Context: an optimization exercise on an open-source flow, tuned for small area, a short achievable clock period and few clock cycles. The choices shown serve that exercise and are no tape-out recipe. Where RTL was checked, it was by simulation tests only, not by an equivalence proof against the original. Power figures rest on the tool's default switching activity, not on a simulated workload.

## run A
Design lsxgt_value_encoder, start of the top module:
module lsxgt_value_encoder (
    input  wire        clk,
    input  wire        rst,         
    input  wire [2:0]  dt,          
    input  wire        in_valid,
    output wire        in_ready,
    input  wire [7:0]  in_data,     
    input  wire        in_end,      
    output wire        out_valid,
    input  wire        out_ready,
    output wire [7:0]  out_data,    
    output wire        out_end,     
    output wire [1:0]  out_err,     
    output wire [15:0] out_pos      
);
    localparam [1:0] K_BLK = 2'd1,    
                     K_END = 2'd2,    
                     K_ERR = 2'd3;    
    reg  [7:0]  ps0;        
    reg  [62:0] psh;        
    reg  [3:0]  dd;         
    reg         fresh;      
    reg         bad;        
    reg         ovf;        
    reg  [2:0]  pdt;        
    reg  [15:0] pos;        
    reg         drain;      
    reg         hold;       
    reg  [1:0]  hkind;
    reg         hend;
    reg  [1:0]  hcode;
    reg  [8:0]  os0;
    reg  [62:0] osh;
    reg         obusy, oH0, oH1, oV, oE;
    reg  [2:0]  oidx;       
    reg         olast;      
    reg         oend;       
    reg  [1:0]  oerr;
    reg  [2:0]  odt;
  ...
Size: ~200 flip-flops, ~45 I/O pins, about 13,000 sq um of cells after synthesis.
Settings: LEC_CHECK=0, CAP_MARGIN=20, CORE_MARGIN=2, CORE_UTILIZATION=40, SLEW_MARGIN=20; clock period 5.0 ns.
standard.sh (not shown) runs the stock make flow with config.mk's settings and CLKGATE_MAP_FILE= SYNTH_SCRIPT=/design/flow/synth_recipe.tcl, a recipe that flattens the netlist after the stock synthesis.
==> flow/flow/run.sh <==
#!/bin/bash
# Standard layout, but with Yosys's adder cell mapping (ADDER_MAP_FILE) turned
# off so that ABC maps the arithmetic for speed itself.
set -euo pipefail
bash standard.sh ADDER_MAP_FILE= finish > standard_flow.log 2>&1
Here is what was changed in the inputs of run B compared with run A.
==> flow/run.sh (new file) <==
#!/bin/bash
# synth_recipe.tcl (not shown) runs the flow's synth.tcl, then flattens the netlist and writes it again
# the make line also repeats each setting of config.mk as NAME=value (left out here)
make -C /OpenROAD-flow-scripts/flow DESIGN_CONFIG=/design/flow/config.mk WORK_HOME=/design/flow/orfs CLKGATE_MAP_FILE= SYNTH_SCRIPT=/design/flow/synth_recipe.tcl finish
removed: flow/flow/run.sh
removed: flow/standard.sh
==> comparison <==
For run B, the standard cell with the maximum stage delay on the critical path was sky130_fd_sc_hd__edfxtp_1, unlike run A, where it was sky130_fd_sc_hd__a2111oi_0.
Summary — clock-cell share of area, run B relative to run A: higher, by 0.38 points.
Changes observed in run B relative to run A: clock-buffer cell count down 2; post-route cell area down 340 sq um.
What run C does differently from run B at the input level:
# run B
export LEC_CHECK = 0
export CAP_MARGIN = 20
export CORE_MARGIN = 2
export CORE_UTILIZATION = 40
export SLEW_MARGIN = 20
create_clock -name core_clock -period 5.0 [get_ports {clk}]
# run C
export LEC_CHECK = 0
export ABC_CLOCK_PERIOD_IN_PS = 2000
export CAP_MARGIN = 20
export CORE_MARGIN = 2
export CORE_UTILIZATION = 40
export SETUP_SLACK_MARGIN = 2.8
export SLEW_MARGIN = 20
create_clock -name core_clock -period 5.0 [get_ports {clk}]
## What came out
Run C finished all stages; the layout is clean.
Run B completed; timing, DRC and antenna clean
Compared to run B, run C has top fanout value on the critical path 2 lower.
Of run B and run C, run B shows the lower utilization after layout, with run C above it.
Taking run C as 1.0, run B lands at 1.19 on power per unit of standard cell area.
Per the comparison of run C with run B, total of clock buffers placed in the layout went up by 3, synthesized cell count was more or less identical, fraction of the cycle the final worst path needs went down by 8.2 points.
In run C relative to run B, power had gone up by a little under 10%.
Non-clock buffer count: run C vs run B up about 450%
Compared with run B, run C has extra setup slack.
No run of this note included a check of the RTL's function; only the layout flow was run.


lsxgt_value_encoder, a different RTL version from the one above (not shown whole).
For scale: roughly 1200 cells after synthesis, about 45 I/O pins.
Design lsxgt_value_encoder, start of the top module:
module lsxgt_value_encoder (
    input  wire        clk,
    input  wire        rst,         
    input  wire [2:0]  dt,          
    input  wire        in_valid,
    output wire        in_ready,
    input  wire [7:0]  in_data,     
    input  wire        in_end,      
    output wire        out_valid,
    input  wire        out_ready,
    output wire [7:0]  out_data,    
    output wire        out_end,     
    output wire [1:0]  out_err,     
    output wire [15:0] out_pos      
);
==> flow/config.mk <==
export PLATFORM = sky130hd
export DESIGN_NAME = lsxgt_value_encoder
export DESIGN_NICKNAME = lsxgt_value_encoder
export VERILOG_FILES = /design/flow/design.v
export SDC_FILE = /design/flow/constraint.sdc
export NUM_CORES = 4
export LEC_CHECK = 0
export CAP_MARGIN = 20
export CORE_MARGIN = 2
export CORE_UTILIZATION = 40
export SETUP_SLACK_MARGIN = 2.5
export SLEW_MARGIN = 20
==> flow/constraint.sdc <==
create_clock -name core_clock -period 5.0 [get_ports {clk}]
set_input_delay 1.0000 -clock core_clock [delete_from_list [all_inputs] [get_ports {clk}]]
set_output_delay 1.0000 -clock core_clock [all_outputs]
set_load 0.01 [all_outputs]
run.sh (not shown) runs the stock make flow with config.mk's settings and CLKGATE_MAP_FILE= SYNTH_SCRIPT=/design/flow/synth_recipe.tcl, a recipe that flattens the netlist after the stock synthesis.
Stock flow here: none of the scripts above is used.
Change:
SETUP_SLACK_MARGIN = 1.8   (was 2.5)
Result: The new run produced a clean layout; via count falls by a few percent; final area drops by a few percent; worst hold slack barely changes; first-iteration DRC count came out higher by a few percent; power decreases by a little under a tenth; clock skew climbs by 0.0082 ns.
Change:
SETUP_SLACK_MARGIN = default   (was 1.8)
=> The changed run produced a clean layout; wire length goes down by 9.1%; flip-flop and latch count stays the same; clock-buffer cell count grows by 3; sequential power hardly moves; die area does not change; worst hold slack loses 0.0060 ns.
Change:
==> flow/flow/run.sh (new file) <==
#!/bin/bash
# Standard layout, but with Yosys's adder cell mapping (ADDER_MAP_FILE) turned
# off so that ABC maps the arithmetic for speed itself.
set -euo pipefail
bash standard.sh ADDER_MAP_FILE= finish > standard_flow.log 2>&1
==> flow/standard.sh (new file) <==
#!/bin/bash
# synth_recipe.tcl (not shown) runs the flow's synth.tcl, then flattens the netlist and writes it again
# the make line also repeats each setting of config.mk as NAME=value (left out here)
make -C /OpenROAD-flow-scripts/flow DESIGN_CONFIG=/design/flow/config.mk WORK_HOME=/design/flow/orfs CLKGATE_MAP_FILE= SYNTH_SCRIPT=/design/flow/synth_recipe.tcl "${@:-finish}"
ABC_CLOCK_PERIOD_IN_PS = 1500   (was default)
removed: flow/run.sh
The new run ran to the end with no violations.
Setup slack gains 0.053 ns.
Routed wire length climbs by 20%.
Sequential cell count stays the same.
Worst hold slack improves by 0.0077 ns.
Die area rises by 9.2%.
Final cell count climbs by 21%.
Cell area is higher by 5.9%.
Non-clock buffer count decreases by 3.
Function was not checked in any run of this note: the RTL went through the layout flow alone.


lsxgt_value_encoder, a different RTL version from the one above (not shown whole).
Size: about 1200 cells after synthesis, ~150 flip-flops, roughly 45 I/O pins, roughly 0.010 mm² of cells after synthesis.
==> flow/config.mk <==
export PLATFORM = sky130hd
export DESIGN_NAME = lsxgt_value_encoder
export DESIGN_NICKNAME = lsxgt_value_encoder
export VERILOG_FILES = /design/flow/design.v
export SDC_FILE = /design/flow/constraint.sdc
export NUM_CORES = 4
export LEC_CHECK = 0
export CAP_MARGIN = 20
export CORE_MARGIN = 2
export CORE_UTILIZATION = 40
export CTS_BUF_LIST = sky130_fd_sc_hd__clkbuf_8
export SETUP_SLACK_MARGIN = 2.2
export SLEW_MARGIN = 20
==> flow/constraint.sdc <==
create_clock -name core_clock -period 5.0 [get_ports {clk}]
set_input_delay 1.0000 -clock core_clock [delete_from_list [all_inputs] [get_ports {clk}]]
set_output_delay 1.0000 -clock core_clock [all_outputs]
set_load 0.01 [all_outputs]
standard.sh (not shown) runs the stock make flow with config.mk's settings and CLKGATE_MAP_FILE= SYNTH_SCRIPT=/design/flow/synth_recipe.tcl, a recipe that flattens the netlist after the stock synthesis.
==> flow/flow/run.sh <==
#!/bin/bash
# The standard layout (standard.sh), with one change: the port buffers
# that global placement inserts are sky130_fd_sc_hd__buf_2 instead of the cell
# buffer_ports picks by default (the delay cell clkdlybuf4s50_1).
set -euo pipefail
bash standard.sh "BUFFER_PORTS_ARGS=-buffer_cell sky130_fd_sc_hd__buf_2" finish > standard_flow.log 2>&1
Testbench counts at the start, summed over its fixed seeds: cycles 28,140.
==> next run, changes <==
--- a/flow/config.mk
+++ b/flow/config.mk
@@ -10,4 +10,4 @@
 export CORE_UTILIZATION = 40
 export CTS_BUF_LIST = sky130_fd_sc_hd__clkbuf_8
-export SETUP_SLACK_MARGIN = 2.2
+export SETUP_SLACK_MARGIN = 2.3
 export SLEW_MARGIN = 20
First-iteration DRC count rises by a few percent.
Synthesized cell count does not change.
Setup slack gains 120 ps.
Final area hardly moves.
Critical path depth falls by 3.
Utilization is about the same.
Worst hold slack gains 16 ps.
Non-clock buffer count is unchanged.


== job 2923 ==
Another version of the RTL of lsxgt_value_encoder (not shown whole).
For scale: ~1300 cells after synthesis, ~150 flip-flops, roughly 11000 um^2 of cells after synthesis.
Settings: LEC_CHECK=0, CAP_MARGIN=20, CORE_MARGIN=2, CORE_UTILIZATION=40, CTS_BUF_LIST=sky130_fd_sc_hd__clkbuf_8, SETUP_SLACK_MARGIN=2.6, SLEW_MARGIN=20; clock period 5.0 ns.
Scripts as last shown in full above: flow/flow/run.sh
### job 2923 -> job 471
- swapping 2.6 for 2.3 in SETUP_SLACK_MARGIN
- Result: PASS for each of job 2923 and job 471
- Clock slew seen by the registers of the worst setup and hold paths delta for job 471 relative to job 2923: 0.02 ns lower
- From job 2923 to job 471 the numbers moved as follows: cell area after synthesis was more or less identical, sequential group share of total power grew by 2.8 points, worst hold margin moved down.
Function was not checked in any run of this note: the RTL went through the layout flow alone.


The RTL this note starts from:
==> flow/design.v <==
module lsxgt_value_encoder (
    input  wire        clk,
    input  wire        rst,         
    input  wire [2:0]  dt,          
    input  wire        in_valid,
    output wire        in_ready,
    input  wire [7:0]  in_data,     
    input  wire        in_end,      
    output wire        out_valid,
    input  wire        out_ready,
    output wire [7:0]  out_data,    
    output wire        out_end,     
    output wire [1:0]  out_err,     
    output wire [15:0] out_pos      
);
    reg  [71:0] ps;         
    reg         fresh;      
    reg         bad;        
    reg         ovf;        
    reg  [2:0]  pdt;        
    reg  [15:0] pos;        
    reg         drain;      
    reg         hold;       
    reg         hend;       
    reg         stall;      
    reg         obusy, oH0, oH1, oV, oE;
    reg         olast;      
    reg         onov;       
    reg         oend;       
    reg  [1:0]  oerr;
    reg  [7:0]  ob;         
    reg  [7:0]  nb;         
    reg  [7:1]  oc;         
    reg  [7:1]  own;        
    function [3:0] carry10;
        input [8:0] x;
        begin
            carry10[3] = (x >= 9'd205);
            carry10[2] = (x >= 9'd103) && (x < 9'd205);
            carry10[1] = ((x >= 9'd52) && (x < 9'd103)) || ((x >= 9'd154) && (x < 9'd205)) ||
                         (x >= 9'd256);
            carry10[0] = ((x >= 9'd26) && (x < 9'd52)) || ((x >= 9'd77) && (x < 9'd103)) ||
                         ((x >= 9'd128) && (x < 9'd154)) || ((x >= 9'd180) && (x < 9'd205)) ||
                         ((x >= 9'd231) && (x < 9'd256));
        end
    endfunction
    wire [7:0] own0 = {own, 1'b0};           
    reg [71:0] n_ps;
    integer j;
    always @(*) begin : step
        reg [8:0]  v, vp;
        reg [3:0]  b;
        reg [8:0]  s;
        reg        h0;
        for (j = 0; j < 8; j = j + 1) begin
            v  = ps[9*j +: 9];
            vp = (j == 0) ? 9'd0 : ps[9*(j-1) +: 9];
            b  = (j == 0) ? in_data[3:0] : (own0[j-1] ? 4'd0 : carry10(vp));
            s  = {v[5:0], 3'd0} + {v[7:0], 1'd0} + {5'd0, b};
            h0 = v[5] ^ v[7] ^ (({1'b0, v[4:0]} + {1'b0, v[6:2]}) >> 5);
            if (fresh)
                n_ps[9*j +: 9] = (j == 0) ? {5'd0, in_data[3:0]} : 9'd0;
            else
                n_ps[9*j +: 9] = {s[8] ^ h0, s[7:0]};
        end
    end
    wire ovf_set = !fresh && !own[7] && (ps[71:63] >= 9'd26);
    reg [8:0] pcy;
    reg [7:0] ge;
    always @(*) begin : resolve
        reg [8:0] v;
        reg       any;
        pcy[0] = 1'b0;
        for (j = 0; j < 8; j = j + 1) begin
            v = ps[9*j +: 9];
            pcy[j+1] = v[8] | ((&v[7:0]) & pcy[j]);
        end
        any = 1'b0;
        ge[0] = 1'b1;
        for (j = 7; j >= 1; j = j - 1) begin
            any = any | (ps[9*j +: 9] != 9'd0);
            ge[j] = any | pcy[j];
        end
    end
    reg [7:1] bown;
    reg       novalue;
    always @(*) begin
        novalue = 1'b0;
        case (pdt)
            3'd0: bown = 7'b0000000;
            3'd1: begin
                bown = ge[7] ? 7'b1111111 : ge[5] ? 7'b0011111 : ge[3] ? 7'b0000111 : 7'b0000001;
                novalue = !ge[1];
                if (!ge[1]) bown = 7'b0000000;
            end
            3'd2: bown = ge[6] ? 7'b1111111 : ge[4] ? 7'b0011111 : ge[2] ? 7'b0000111 : 7'b0000001;
            3'd3: bown = ge[4] ? 7'b1111111 : 7'b0000111;
            default: bown = 7'b1111111;
        endcase
    end
    wire [7:1] rd = own & ~own0[6:0];
    reg  [7:0] rsel;
    reg        rcy;
    always @(*) begin
        rsel = 8'd0;
        rcy  = 1'b0;
        for (j = 1; j < 8; j = j + 1) begin
            rsel = rsel | ({8{rd[j]}} & ps[9*j +: 8]);
            rcy  = rcy | (rd[j] & oc[j]);
        end
    end
    wire [7:0] rbyte = rsel + {7'd0, rcy};
    wire beat_in  = in_valid && in_ready;
    wire is_comma = (in_data == 8'h2C);
    wire is_digit = (in_data >= 8'h30) && (in_data <= 8'h39);
    wire term     = in_end || is_comma;
    wire digit_in = beat_in && !term;
    wire act      = beat_in && term && !drain;
    wire p_unknown = (pdt >= 3'd5);
    wire p_err     = p_unknown || bad || ovf || pcy[8];
    wire [1:0] p_code = p_unknown ? 2'd2 : 2'd1;
    wire ofinal   = oE || (olast && !oend);
    wire deliver  = obusy && out_ready;
    wire can_load = !obusy || (out_ready && ofinal);
    wire step_v   = deliver && (oH1 || oV) && !olast;    
    wire [7:1] rel = {7{step_v}} & rd;
    wire now_item = act && (!fresh || in_end);
    wire attach   = !hold && now_item && fresh && !can_load && !oE && !oend;
    wire go_hold  = !hold && now_item && !can_load && !attach;
    wire load     = can_load && (hold || now_item);
    wire iend     = hold ? hend : in_end;
    wire blk      = !fresh && !p_err;
    wire errk     = !fresh && p_err;
    wire fin      = (act && !go_hold && !hold) || (hold && can_load);
    wire [7:1] own_n = own & ~rel;
    wire       fresh_n = fin || (fresh && !digit_in) || (beat_in && drain && in_end);
    reg        stall_n;
    always @(*) begin
        stall_n = 1'b0;
        for (j = 1; j < 8; j = j + 1)
            if (own_n[j] && !(j > 1 && own_n[j-1]) && !own0[j-1] &&
                (ps[9*(j-1) +: 9] >= 9'd2))
                stall_n = 1'b1;
        if (fresh || fresh_n)
            stall_n = 1'b0;
    end
    always @(posedge clk) begin
        if (rst) begin
            fresh <= 1'b1;
            bad   <= 1'b0;
            ovf   <= 1'b0;
            pos   <= 16'd0;
            drain <= 1'b0;
            hold  <= 1'b0;
            stall <= 1'b0;
        end else begin
            stall <= stall_n;
            if (digit_in) begin
                fresh <= 1'b0;
                if (!is_digit) bad <= 1'b1;
                if (ovf_set) ovf <= 1'b1;
            end
            if (fin) begin
                fresh <= 1'b1;
                bad   <= 1'b0;
                ovf   <= 1'b0;
                if (load && errk)
                    drain <= !iend;
                else
                    pos <= iend ? 16'd0 : pos + 16'd1;
            end
            if (beat_in && drain && in_end) begin
                drain <= 1'b0;
                fresh <= 1'b1;
                bad   <= 1'b0;
                ovf   <= 1'b0;
                pos   <= 16'd0;
            end
            if (deliver && oE && (oerr != 2'd0))
                pos <= 16'd0;
            if (go_hold)
                hold <= 1'b1;
            else if (can_load)
                hold <= 1'b0;
        end
        if (go_hold)
            hend <= in_end;
        if (digit_in) begin
            ps[8:0] <= n_ps[8:0];
            pdt     <= dt;
        end
        for (j = 1; j < 8; j = j + 1)
            if (rel[j])
                ps[9*j +: 9] <= 9'd0;
            else if (digit_in && !own[j])
                ps[9*j +: 9] <= n_ps[9*j +: 9];
        if (rst) begin
            obusy <= 1'b0;
            oH0 <= 1'b0; oH1 <= 1'b0; oV <= 1'b0; oE <= 1'b0;
            oerr <= 2'd0;
            own  <= 7'd0;
        end else if (can_load) begin
            obusy <= load;
            oH0   <= load && blk;
            oH1   <= 1'b0;
            oV    <= 1'b0;
            oE    <= load && !blk;
            oerr  <= (load && errk) ? p_code : 2'd0;
            oend  <= iend;
            olast <= 1'b0;
            onov  <= novalue;
            own   <= (load && blk) ? bown : 7'd0;
            oc    <= pcy[7:1];
            ob    <= (pdt == 3'd0) ? 8'h01 : 8'h20;
            nb    <= ps[7:0];
        end else begin
            if (attach)
                oend <= 1'b1;
            own <= own_n;
            if (deliver) begin
                if (oH0) begin
                    oH0   <= 1'b0;
                    oH1   <= 1'b1;
                    ob    <= 8'h00;
                    olast <= onov;
                end
                if (oH1 || oV) begin
                    oH1 <= 1'b0;
                    if (olast) begin
                        oV  <= 1'b0;
                        oE  <= 1'b1;
                    end else begin
                        oV    <= 1'b1;
                        ob    <= nb;
                        nb    <= rbyte;
                        olast <= (own == 7'd0);
                    end
                end
            end
        end
    end
    assign in_ready  = !hold && !stall && !(oE && (oerr != 2'd0));
    assign out_valid = obusy;
    assign out_end   = oE;
    assign out_data  = ob;
    assign out_err   = oerr;
    assign out_pos   = (oerr != 2'd0) ? pos : 16'd0;
endmodule
==> flow/config.mk <==
export PLATFORM = sky130hd
export DESIGN_NAME = lsxgt_value_encoder
export DESIGN_NICKNAME = lsxgt_value_encoder
export VERILOG_FILES = /design/flow/design.v
export SDC_FILE = /design/flow/constraint.sdc
export NUM_CORES = 4
export LEC_CHECK = 0
export CAP_MARGIN = 20
export CORE_MARGIN = 2
export CORE_UTILIZATION = 40
export SETUP_SLACK_MARGIN = 1.8
export SLEW_MARGIN = 20
==> flow/constraint.sdc <==
create_clock -name core_clock -period 5.0 [get_ports {clk}]
set_input_delay 1.0000 -clock core_clock [delete_from_list [all_inputs] [get_ports {clk}]]
set_output_delay 1.0000 -clock core_clock [all_outputs]
set_load 0.01 [all_outputs]
run.sh (not shown) runs the stock make flow with config.mk's settings and CLKGATE_MAP_FILE= SYNTH_SCRIPT=/design/flow/synth_recipe.tcl, a recipe that flattens the netlist after the stock synthesis.
Stock flow here: none of the scripts above is used.
The starting point ran to the end with no violations.
Testbench counts at the start, summed over its fixed seeds: cycles 28,132.
Then changed:
Settings changed: SETUP_SLACK_MARGIN 1.8 to 2.2.
Outcome:
- final area came out higher by 12%
- wire length came out higher by 12%
- setup slack gains 0.12 ns
- critical path depth came out higher by 1
- synthesized area is unchanged
- sequential power is about the same
- sequential cell count does not change
- synthesized cell count does not change
Then changed:
Settings changed: CORE_UTILIZATION 40 to 60, SETUP_SLACK_MARGIN 2.2 to 1.8.
Outcome: Setup slack got worse by 0.18 ns. Core utilization increases by 17 points. Count of clock-buffer cells in the layout went up by 3. Global-route usage climbs by 6.6 points. Power shrinks by about 4%. Clock power decreases by about 6%. Fmax drops by about 6%. Cell count drops by about 15%. Area after synthesis stays the same. Register-to-register slack gets worse by 0.18 ns. Critical path depth climbs by 1.
Then changed:
==> flow/flow/run.sh (new file) <==
#!/bin/bash
# Standard layout, but with Yosys's adder cell mapping (ADDER_MAP_FILE) turned
# off so that ABC maps the arithmetic for speed itself.
set -euo pipefail
bash standard.sh ADDER_MAP_FILE= finish > standard_flow.log 2>&1
==> flow/standard.sh (new file) <==
#!/bin/bash
# synth_recipe.tcl (not shown) runs the flow's synth.tcl, then flattens the netlist and writes it again
# the make line also repeats each setting of config.mk as NAME=value (left out here)
make -C /OpenROAD-flow-scripts/flow DESIGN_CONFIG=/design/flow/config.mk WORK_HOME=/design/flow/orfs CLKGATE_MAP_FILE= SYNTH_SCRIPT=/design/flow/synth_recipe.tcl "${@:-finish}"
Settings changed: ABC_CLOCK_PERIOD_IN_PS set to 1500, CORE_UTILIZATION 60 to 40.
removed: flow/run.sh
What happened:
- count of clock-buffer cells in the layout decreases by 6
- cell area increases by 6.8%
- die area increases by 59%
- first-iteration DRC count increases by 33%

==> port drivers added, routing unchanged <==
In the flow no input, the clock included, has a driving cell. The finished layouts below were timed again as built, in two steps. Step 1: set_driving_cell puts a clkbuf_16 on clk and a buf_2 on each other input, an assumption about the parent block. Step 2, shift: input delay + t, output delay - t, t = (earliest + latest rising clock arrival at the registers) / 2. This alone moves slack from input paths to output paths. a / b / c = ideal / step 1 / step 2; a / b = the first two.
run	shift t [ns]	setup slack, ns	worst setup path after step 2	worst slew at a driven data input, ns
run A	0.485	1.014 / 1.014 / 0.748	input to register	0.05
run B	0.484	0.632 / 0.632 / 0.632	register to register	0.03
run C	0.481	1.042 / 1.042 / 1.042	register to register	0.06
the first run of note 2	0.560	1.818 / 1.818 / 1.758	input to register	0.03
the second run of note 2	0.571	1.776 / 1.776 / 1.380	input to register	0.03
the third run of note 2	0.565	1.401 / 1.401 / 1.291	input to register	0.03
the fourth run of note 2	0.570	1.454 / 1.454 / 1.047	input to register	0.04
the first run of note 3	0.508	2.326 / 2.326 / 2.213	input to register	0.04
the second run of note 3	0.498	2.442 / 2.442 / 2.171	input to register	0.04
job 2923	0.518	2.204 / 2.204 / 2.181	input to register	0.06
job 471	0.508	2.175 / 2.175 / 2.001	input to register	0.06
the first run of note 5	0.478	1.869 / 1.869 / 1.453	input to register	0.04
the second run of note 5	0.479	1.991 / 1.991 / 1.721	input to register	0.03
the third run of note 5	0.469	1.811 / 1.811 / 1.493	input to register	0.04
the fourth run of note 5	0.480	1.911 / 1.911 / 1.478	input to register	0.04
After both steps setup and hold are still met in every run listed. The setup slack of the fourth run of note 5, which loses most, moves by 0.000 ns with the drivers and by -0.433 ns with both steps.
